Source: an optimization exercise on an open RTL-to-GDS flow (aim: small area). Production flows keep margins and buffers that such runs may drop.
The RTL was checked by simulation tests, not by an equivalence proof against the original design.

### design/flow/design.v
module softled_div (
  input             clk,
  input             rst,
  input             start,
  input      [31:0] dividend,
  input      [15:0] divisor,
  output reg        busy,
  output reg        done,
  output     [31:0] quotient
);
  reg [31:0] q;
  reg [15:0] r;
  reg [15:0] d;
  reg [5:0]  cnt;
  wire [16:0] r_shift = {r, q[31]};
  wire        fits    = r_shift >= {1'b0, d};
  wire [16:0] r_sub   = r_shift - {1'b0, d};
  assign quotient = q;
  always @(posedge clk) begin
    if (rst) begin
      q    <= 32'd0;
      r    <= 16'd0;
      d    <= 16'd0;
      cnt  <= 6'd0;
      busy <= 1'b0;
      done <= 1'b0;
    end else begin
      done <= 1'b0;
      if (start) begin
        q    <= dividend;
        r    <= 16'd0;
        d    <= divisor;
        cnt  <= 6'd32;
        busy <= 1'b1;
      end else if (busy) begin
        r   <= fits ? r_sub[15:0] : r_shift[15:0];
        q   <= {q[30:0], fits};
        cnt <= cnt - 6'd1;
        if (cnt == 6'd1) begin
          busy <= 1'b0;
          done <= 1'b1;
        end
      end
    end
  end
endmodule
module itcs_softled #(
  parameter NLED            = 8,
  parameter PERIOD          = 2000,   
  parameter CYCLE_MS        = 2,      
  parameter MIN_DUTY        = 20,     
  parameter DEFAULT_RISE_MS = 50      
) (
  input                 clk,
  input                 rst,
  input                 cmd_valid,
  input      [7:0]      cmd_op,
  input      [7:0]      cmd_ch,
  input      [15:0]     cmd_a,
  input                 cmd_f0,
  output reg            rsp_valid,
  output reg            rsp_result,
  output reg            rsp_err,
  output                frame_start,
  output     [NLED-1:0] led_out
);
  localparam [2:0] ST_NA  = 3'd0, ST_OFF = 3'd1, ST_ON  = 3'd2, ST_ACT = 3'd3,
                   ST_UPL = 3'd4, ST_UPC = 3'd5, ST_DNL = 3'd6, ST_DNC = 3'd7;
  localparam [7:0] OP_NOP = 8'h00, OP_ATTACH = 8'h20, OP_ON = 8'h21, OP_OFF = 8'h22,
                   OP_TOGGLE = 8'h23, OP_WRITE = 8'h24, OP_RISE = 8'h25;
  localparam [15:0] DEFAULT_MAX = (DEFAULT_RISE_MS / CYCLE_MS) < 1 ? 16'd1 : (DEFAULT_RISE_MS / CYCLE_MS);
  localparam [2:0] E_IDLE = 3'd0, E_JOB = 3'd1, E_DIVF = 3'd2, E_DIVD = 3'd3, E_DIVR = 3'd4;
  reg  [15:0] ph;
  wire        bnd = (ph == PERIOD - 1);
  assign frame_start = (ph == 16'd0);
  always @(posedge clk) begin
    if (rst)      ph <= 16'd0;
    else if (bnd) ph <= 16'd0;
    else          ph <= ph + 16'd1;
  end
  reg [2:0]  state     [0:NLED-1];
  reg        set_on    [0:NLED-1];
  reg        invert    [0:NLED-1];
  reg [31:0] on_target [0:NLED-1];
  reg [15:0] ramp_step [0:NLED-1];
  reg [15:0] step_max  [0:NLED-1];
  reg        pwm_run   [0:NLED-1];
  reg [31:0] duty      [0:NLED-1];
  reg        edge_ie   [0:NLED-1];
  reg        level     [0:NLED-1];
  reg        need_duty [0:NLED-1];
  reg        o_run  [0:NLED-1];
  reg [31:0] o_duty [0:NLED-1];
  reg        o_inv  [0:NLED-1];
  reg        o_lvl  [0:NLED-1];
  genvar g;
  generate
    for (g = 0; g < NLED; g = g + 1) begin : gen_pin
      assign led_out[g] = o_run[g] ? (({16'd0, ph} < o_duty[g]) ^ o_inv[g]) : o_lvl[g];
    end
  endgenerate
  reg [2:0]  eng;
  reg [2:0]  jl;           
  reg        job_rescale;  
  reg        job_cmd;      
  reg [15:0] job_newmax;
  reg  [31:0] mul_a;
  reg  [15:0] mul_b;
  wire [47:0] mul_p = mul_a * mul_b;
  reg         div_start;
  reg  [31:0] div_dividend;
  reg  [15:0] div_divisor;
  wire        div_busy, div_done;
  wire [31:0] div_q;
  softled_div u_div (
    .clk(clk), .rst(rst), .start(div_start),
    .dividend(div_dividend), .divisor(div_divisor),
    .busy(div_busy), .done(div_done), .quotient(div_q)
  );
  wire job_curve = (state[jl] == ST_UPC) || (state[jl] == ST_DNC);
  always @(*) begin
    mul_a        = 32'd0;
    mul_b        = 16'd0;
    div_start    = 1'b0;
    div_dividend = 32'd0;
    div_divisor  = step_max[jl];
    case (eng)
      E_JOB: begin
        div_start = 1'b1;
        if (job_rescale) begin
          mul_a = {16'd0, ramp_step[jl]};
          mul_b = job_newmax;
        end else if (job_curve) begin
          mul_a = {16'd0, ramp_step[jl]};
          mul_b = ramp_step[jl];
        end else begin
          mul_a = on_target[jl];
          mul_b = ramp_step[jl];
        end
        div_dividend = mul_p[31:0];
      end
      E_DIVF: begin
        div_start    = div_done;
        mul_a        = on_target[jl];
        mul_b        = div_q[15:0];
        div_dividend = mul_p[31:0];
      end
      default: ;
    endcase
  end
  function [31:0] clamp_duty(input [31:0] d);
    if (d < MIN_DUTY)                clamp_duty = MIN_DUTY;
    else if (d > PERIOD - MIN_DUTY)  clamp_duty = PERIOD - MIN_DUTY;
    else                             clamp_duty = d;
  endfunction
  wire [2:0]  cl       = cmd_ch[2:0];
  wire        c_valid  = (cmd_ch < NLED);
  wire        c_att    = c_valid && (state[cl] != ST_NA);
  wire [15:0] c_bright = (cmd_a > 16'd100) ? 16'd100 : cmd_a;
  wire [31:0] c_target = (c_bright * PERIOD) / 100;
  wire [15:0] c_newmax = ((cmd_a / CYCLE_MS) == 16'd0) ? 16'd1 : (cmd_a / CYCLE_MS);
  reg       want_on;
  reg [2:0] pick;
  reg       any_need;
  integer   i;
  always @(*) begin
    case (cmd_op)
      OP_ON:     want_on = 1'b1;
      OP_OFF:    want_on = 1'b0;
      OP_TOGGLE: want_on = !set_on[cl];
      OP_WRITE:  want_on = (c_bright != 16'd0);
      default:   want_on = set_on[cl];
    endcase
    pick     = 3'd0;
    any_need = 1'b0;
    for (i = NLED - 1; i >= 0; i = i - 1)
      if (need_duty[i]) begin
        pick     = i[2:0];
        any_need = 1'b1;
      end
  end
  always @(posedge clk) begin
    if (rst) begin
      for (i = 0; i < NLED; i = i + 1) begin
        state[i]     <= ST_NA;
        set_on[i]    <= 1'b0;
        invert[i]    <= 1'b0;
        on_target[i] <= PERIOD;
        ramp_step[i] <= 16'd0;
        step_max[i]  <= DEFAULT_MAX;
        pwm_run[i]   <= 1'b0;
        duty[i]      <= 32'd0;
        edge_ie[i]   <= 1'b0;
        level[i]     <= 1'b0;
        need_duty[i] <= 1'b0;
        o_run[i]     <= 1'b0;
        o_duty[i]    <= 32'd0;
        o_inv[i]     <= 1'b0;
        o_lvl[i]     <= 1'b0;
      end
      eng         <= E_IDLE;
      jl          <= 3'd0;
      job_rescale <= 1'b0;
      job_cmd     <= 1'b0;
      job_newmax  <= 16'd0;
      rsp_valid   <= 1'b0;
      rsp_result  <= 1'b0;
      rsp_err     <= 1'b0;
    end else begin
      rsp_valid <= 1'b0;
      case (eng)
        E_IDLE: begin
          if (cmd_valid) begin
            rsp_valid  <= 1'b1;
            rsp_result <= 1'b0;
            rsp_err    <= 1'b0;
            case (cmd_op)
              OP_NOP: ;
              OP_ATTACH: begin
                if (c_valid && !c_att) begin
                  state[cl]     <= ST_OFF;
                  set_on[cl]    <= 1'b0;
                  invert[cl]    <= cmd_f0;
                  on_target[cl] <= PERIOD;
                  ramp_step[cl] <= 16'd0;
                  step_max[cl]  <= DEFAULT_MAX;
                  pwm_run[cl]   <= 1'b0;
                  duty[cl]      <= 32'd0;
                  edge_ie[cl]   <= 1'b0;
                  level[cl]     <= 1'b0;
                  rsp_result    <= 1'b1;
                end
              end
              OP_ON, OP_OFF, OP_TOGGLE, OP_WRITE: begin
                if (c_att) begin
                  if (cmd_op == OP_WRITE && c_bright != 16'd0)
                    on_target[cl] <= c_target;
                  if (want_on != set_on[cl]) begin
                    set_on[cl] <= want_on;
                    state[cl]  <= want_on ? (cmd_f0 ? ST_UPC : ST_UPL)
                                          : (cmd_f0 ? ST_DNC : ST_DNL);
                    edge_ie[cl] <= 1'b1;
                    if (!pwm_run[cl]) begin
                      pwm_run[cl] <= 1'b1;
                      rsp_valid   <= 1'b0;
                      eng         <= E_JOB;
                      jl          <= cl;
                      job_rescale <= 1'b0;
                      job_cmd     <= 1'b1;
                    end
                  end else if (cmd_op == OP_WRITE && c_bright != 16'd0 &&
                               (state[cl] == ST_ON || state[cl] == ST_ACT)) begin
                    edge_ie[cl] <= 1'b0;
                    if (c_target >= PERIOD) begin
                      state[cl]   <= ST_ON;
                      pwm_run[cl] <= 1'b0;
                      duty[cl]    <= 32'd0;
                      level[cl]   <= 1'b1;
                    end else begin
                      state[cl]   <= ST_ACT;
                      pwm_run[cl] <= 1'b1;
                      duty[cl]    <= c_target;
                    end
                  end
                end
              end
              OP_RISE: begin
                if (c_att) begin
                  rsp_valid   <= 1'b0;
                  eng         <= E_JOB;
                  jl          <= cl;
                  job_rescale <= 1'b1;
                  job_cmd     <= 1'b1;
                  job_newmax  <= c_newmax;
                end
              end
              default: rsp_err <= 1'b1;
            endcase
          end else if (any_need) begin
            eng         <= E_JOB;
            jl          <= pick;
            job_rescale <= 1'b0;
            job_cmd     <= 1'b0;
          end
        end
        E_JOB: begin
          if (job_rescale)    eng <= E_DIVR;
          else if (job_curve) eng <= E_DIVF;
          else                eng <= E_DIVD;
        end
        E_DIVF: begin
          if (div_done) eng <= E_DIVD;
        end
        E_DIVD: begin
          if (div_done) begin
            duty[jl]      <= clamp_duty(div_q);
            need_duty[jl] <= 1'b0;
            eng           <= E_IDLE;
            if (job_cmd) begin
              rsp_valid  <= 1'b1;
              rsp_result <= 1'b0;
              rsp_err    <= 1'b0;
            end
          end
        end
        E_DIVR: begin
          if (div_done) begin
            ramp_step[jl] <= div_q[15:0];
            step_max[jl]  <= job_newmax;
            eng           <= E_IDLE;
            rsp_valid     <= 1'b1;
            rsp_result    <= 1'b0;
            rsp_err       <= 1'b0;
          end
        end
        default: eng <= E_IDLE;
      endcase
      if (bnd) begin
        for (i = 0; i < NLED; i = i + 1) begin
          o_run[i]  <= pwm_run[i];
          o_duty[i] <= duty[i];
          o_inv[i]  <= invert[i];
          o_lvl[i]  <= level[i] ^ invert[i];
          if (pwm_run[i] && edge_ie[i]) begin
            if (state[i] == ST_UPL || state[i] == ST_UPC) begin
              if (ramp_step[i] + 16'd1 >= step_max[i]) begin
                ramp_step[i] <= step_max[i];
                edge_ie[i]   <= 1'b0;
                if (on_target[i] >= PERIOD) begin
                  state[i]   <= ST_ON;
                  pwm_run[i] <= 1'b0;
                  duty[i]    <= 32'd0;
                  level[i]   <= 1'b1;
                end else begin
                  state[i]   <= ST_ACT;
                  duty[i]    <= on_target[i];
                end
              end else begin
                ramp_step[i] <= ramp_step[i] + 16'd1;
                need_duty[i] <= 1'b1;
              end
            end else begin
              if (ramp_step[i] <= 16'd1) begin
                ramp_step[i] <= 16'd0;
                edge_ie[i]   <= 1'b0;
                state[i]     <= ST_OFF;
                pwm_run[i]   <= 1'b0;
                duty[i]      <= 32'd0;
                level[i]     <= 1'b0;
              end else begin
                ramp_step[i] <= ramp_step[i] - 16'd1;
                need_duty[i] <= 1'b1;
              end
            end
          end
        end
      end
    end
  end
endmodule
### design/flow/run.sh
#!/bin/bash
# synth_recipe.tcl (not shown) runs the flow's synth.tcl, then flattens the netlist and writes it again
# the make line also repeats each setting of config.mk as NAME=value (left out here)
make -C /OpenROAD-flow-scripts/flow DESIGN_CONFIG=/design/flow/config.mk WORK_HOME=/design/flow/orfs CLKGATE_MAP_FILE= SYNTH_SCRIPT=/design/flow/synth_recipe.tcl finish
### design/flow/config.mk
export PLATFORM = sky130hd
export DESIGN_NAME = itcs_softled
export DESIGN_NICKNAME = itcs_softled
export VERILOG_FILES = /design/flow/design.v
export SDC_FILE = /design/flow/constraint.sdc
export NUM_CORES = 4
export LEC_CHECK = 0
export CAP_MARGIN = 20
export CORE_MARGIN = 2
export CORE_UTILIZATION = 40
export SLEW_MARGIN = 20
### design/flow/constraint.sdc
create_clock -name core_clock -period 30.0 [get_ports {clk}]
set_input_delay 6.0000 -clock core_clock [delete_from_list [all_inputs] [get_ports {clk}]]
set_output_delay 6.0000 -clock core_clock [all_outputs]
set_load 0.01 [all_outputs]
==> flow_metrics.py <==
metrics = {
    "global_routing": {
        "grt-ovfl-total": 0,
        "grt_pass1_vias": 62709,
        "grt_usage_pct": 26.8,
        "grt_pass1_wl_um": 401000,
        "grt_max_degree": 111,
        "antenna_found_initial": 10,
    },
    "setup_path": {
        "rrSetupSlack_ns": 16.70,
        "max_stage_delay_ns": 0.78,
        "path_class": "in2reg",
        "r2r-end": "u_div.q[31]",
        "arrival_ns": 26.88,
        "crit_top_cell": "xnor2_1",
        "end_kind": "flop",
        "crit_path_start_kind": "input pin",
        "critPathMaxFanout": 13,
        "cp_slowest_cell": "o2111ai_1",
        "crit_required_ns": 30.52,
        "ff2ff_path_depth": 56,
    },
    "clock_tree": {
        "clockBufferDepth": 3,
        "h-tree-depth": 4,
        "holdBufCountCts": 0,
        "cts_made_buffers": 134,
        "clkSlewWorstSetupHoldPaths_ns": 0.06,
        "clock-sinks": 1140,
        "cts_root_buf": "clkbuf_16",
        "ctsResizeCount": 0,
        "postCtsSetupBuffers": 0,
        "clock_latency_ns": 0.83,
        "cts_tree": "built",
    },
    "hold_path": {
        "worstHoldEndpoint": "o_duty[3][23]",
        "min_from": "o_duty[3][23]",
        "hold_path_class": "reg2reg",
        "min_path_cells": 2,
    },
    "placed_design": {
        "place_congestion": 0.985,
        "place_inst": 10913,
        "portBuffers": 47,
        "place_area_mm2": 0.0820,
        "dp_hpwl_um": 199000,
    },
    "timing": {
        "period_needed_ns": 26.36,
        "hold_ws_ns": 0.449,
        "tightest_slew_ns": 1.22,
        "setup_violations": 0,
        "fmax_mhz": 37.9,
        "tns_ns": 0,
        "slew_violations": 0,
        "relSlewSlack_pct": 18.1,
        "rsz0062_at_grt": "no",
        "period_share_pct": 87.9,
        "fin_skew_ns": 0.0819,
        "hold_viol_final": 0,
    },
    "logic_synthesis": {
        "synth_top_family_by_area": "simple AND/OR/NAND/NOR gates",
        "ys_ff_latch": 1140,
        "async_flop_share_pct": 0,
        "postSynthAreaPerCell_um2": 9.27,
        "syn_area_mm2": 0.0783,
        "synthMuxAreaShare_pct": 5.15,
        "synth_top_area_share_pct": 28.2,
        "yosysSeqAreaShare_pct": 38.6,
        "yosys.area_share.adder_pct": 14.9,
        "yosys_warnings": 6,
        "synthDistinctLibCells": 131,
        "synth_simple_gate_area_share_pct": 17.6,
        "synth_ff_type": "edfxtp_1",
        "synthCells": 8441,
        "synth_xor_area_share_pct": 3.94,
        "synth_edf_count": 736,
        "netlist.top_cell.by_area": "edfxtp_1",
        "synthTopCellsByArea": "edfxtp_1, dfxtp_1, fa_1, ha_1, nand2_1",
        "synth_compound_area_share_pct": 14.0,
    },
    "routing": {
        "vias_per_cell": 5.81,
        "vias": 64965,
        "routed_wl_um": 269000,
        "wire_per_inst_um": 24.1,
        "first_pass_iters": 9,
        "final_antenna_net_count": 0,
        "drtIter0Drc": 6750,
        "drc": 0,
    },
    "finish": {
        "final_cell_count_no_fill": 11172,
        "fin_area_mm2": 0.0866,
        "drive_gt1_share_pct": 6.84,
        "layout.nets": 9285,
        "area_delta_synth_final_pct": 10.7,
    },
    "floorplan": {
        "start_util_pct": 40.2,
        "die_h_um": 446,
        "die_w_um": 446,
        "io_pins": 48,
        "coreArea_mm2": 0.195,
        "placementRows": 162,
        "dieArea_mm2": 0.199,
    },
    "outcome": {
        "status": "complete, no violations",
    },
    "job": {
        "drv_cap": 0,
    },
}
==> cell type report <==
type                       count  area, um^2
clock buffer                 173        3660
antenna                       10        25.0
tap                         2542        3180
fill                       18782      108000
sequential                  1140       30200
clock inverter                75         855
inverter                     687        2580
timing repair buffer         191        1560
multi-input combinational   6354       44600
==> per-stage QoR <==
step	worst slack, ns	util (%)
after detailed placement	2.89	42.2
after CTS	3.68	44.5
after floorplan	8.14	-
final	3.64	44.5
after global placement	3.28	42.1
after global routing	2.18	44.5
==> registers in the layout, indices dropped and copies added (netlist names), 6 cells and up, named ones only <==
name        flops
pwm_run         8
job_newmax     15
ph             16
u_div.q        32
ramp_step     128
edge_ie         8
u_div.r        16
o_lvl           8
o_duty        256
u_div.d        15
step_max      120
u_div.cnt       6
o_run           8
need_duty       8
invert          8
on_target     168
duty          256
state          24
level           8
o_inv           8
set_on          8
==> per-layer routing <==
metal / vias to the layer above / GRT usage, % / wire, um / share of wire (%)
met1: 31847 / 34.3 / 107000 / 40
met4: 2 / 14.0 / 16100 / 6.0
met3: 702 / 5.58 / 23500 / 8.7
met2: 2955 / 42.5 / 122000 / 45
li1: 29459 / - / - / -
met5: - / 0 / 13 / 0.0048
==> layout by cell type, fill, tap and decap left out, types with 142 or more instances in the layout <==
master    Yosys  layout
nand3_1     185     185
a21oi_1     543     540
inv_1       686     685
fa_1        311     311
nand2_1    1270    1268
mux2i_1     180     180
edfxtp_1    736     736
nor2_1      724     722
buf_4        19     142
ha_1        430     430
xnor2_1     231     230
dfxtp_1     404     400
conb_1        2     233
o21ai_0     366     350
==> critical path, delay by kind of cell <==
family | cells | cell delay (ns)
AND/OR/NAND/NOR | 10 | 2.55
AO/OA/AOI/OAI | 37 | 12.60
adder cells (fa/ha/maj) | 7 | 2.81
buffers and inverters | 4 | 0.87
XOR/XNOR | 5 | 1.61
multiplexers | 1 | 0.38
==> how the worst max path moves through the flow <==
stage               from    endpoint  cells after the start  slack, ns
6_report       cmd_a[12]  duty[6][0]                     64       3.64
5_1_grt        cmd_a[12]  duty[6][0]                     64       2.18
4_1_cts        cmd_a[12]  duty[1][1]                     62       3.68
3_5_place_dp   cmd_a[12]  duty[1][1]                     62       2.89
3_3_place_gp   cmd_a[12]  duty[1][1]                     62       3.28
2_1_floorplan  cmd_a[12]  duty[1][0]                     67       8.14
==> Yosys cell counts (15+ instances only) <==
| master | count |
|---|---|
| a221oi_1 | 36 |
| nand3_1 | 185 |
| o21ai_0 | 366 |
| o22ai_1 | 114 |
| or3_1 | 36 |
| o211ai_1 | 27 |
| clkbuf_1 | 431 |
| dfxtp_1 | 404 |
| buf_1 | 20 |
| nor4_1 | 111 |
| and3_1 | 69 |
| o2111ai_1 | 25 |
| xnor2_1 | 231 |
| o21ai_1 | 32 |
| inv_1 | 686 |
| buf_4 | 19 |
| a21o_1 | 45 |
| nor2b_1 | 142 |
| a21boi_0 | 15 |
| edfxtp_1 | 736 |
| mux4_2 | 86 |
| ha_1 | 430 |
| a31oi_1 | 42 |
| xor2_1 | 114 |
| or4_1 | 25 |
| fa_1 | 311 |
| mux2_2 | 20 |
| a311oi_1 | 17 |
| nand2b_1 | 126 |
| or2_2 | 25 |
| nor2_1 | 724 |
| a22o_1 | 116 |
| a211oi_1 | 99 |
| a22oi_1 | 21 |
| mux2i_1 | 180 |
| nand4_1 | 71 |
| a222oi_1 | 15 |
| a21oi_1 | 543 |
| and2_1 | 70 |
| nand2_1 | 1270 |
| nor3_1 | 126 |
==> cell families (layout without fill, tap and decap cells) <==
kind of cell	Yosys count	count (layout)
buf+inv	1178	1126
compound gates	1698	1698
flops	1140	1140
fa+ha+maj	746	746
mux	290	290
simple gates	3039	3039
xor+xnor	348	348
other cells	2	243

## port drivers added, routing unchanged
In the flow no input, the clock included, has a driving cell. The finished layout below was timed again as built, in two steps. Step 1, drivers: a clkbuf_16 drives clk and a buf_2 each remaining input, both assumed. Step 2 adds t to the input delays and takes it off the output delays; t is the mean of the earliest and latest rising clock arrival at the registers after step 1. Input paths then give back, and output paths get back, about the clock's delay inside the block. a / b / c = ideal ports / drivers / drivers and shift; a / b = the first two.
t (ns): 0.884
slack for setup (ns): 3.639 / 3.714 / 2.830
worst register clock-pin slew, ns: 0.07 / 0.07
cell pins on the clock port's net: 1
After both steps setup and hold are still met in this run. For this run, drivers alone change the setup slack by +0.075 ns; drivers and shift together by -0.809 ns.
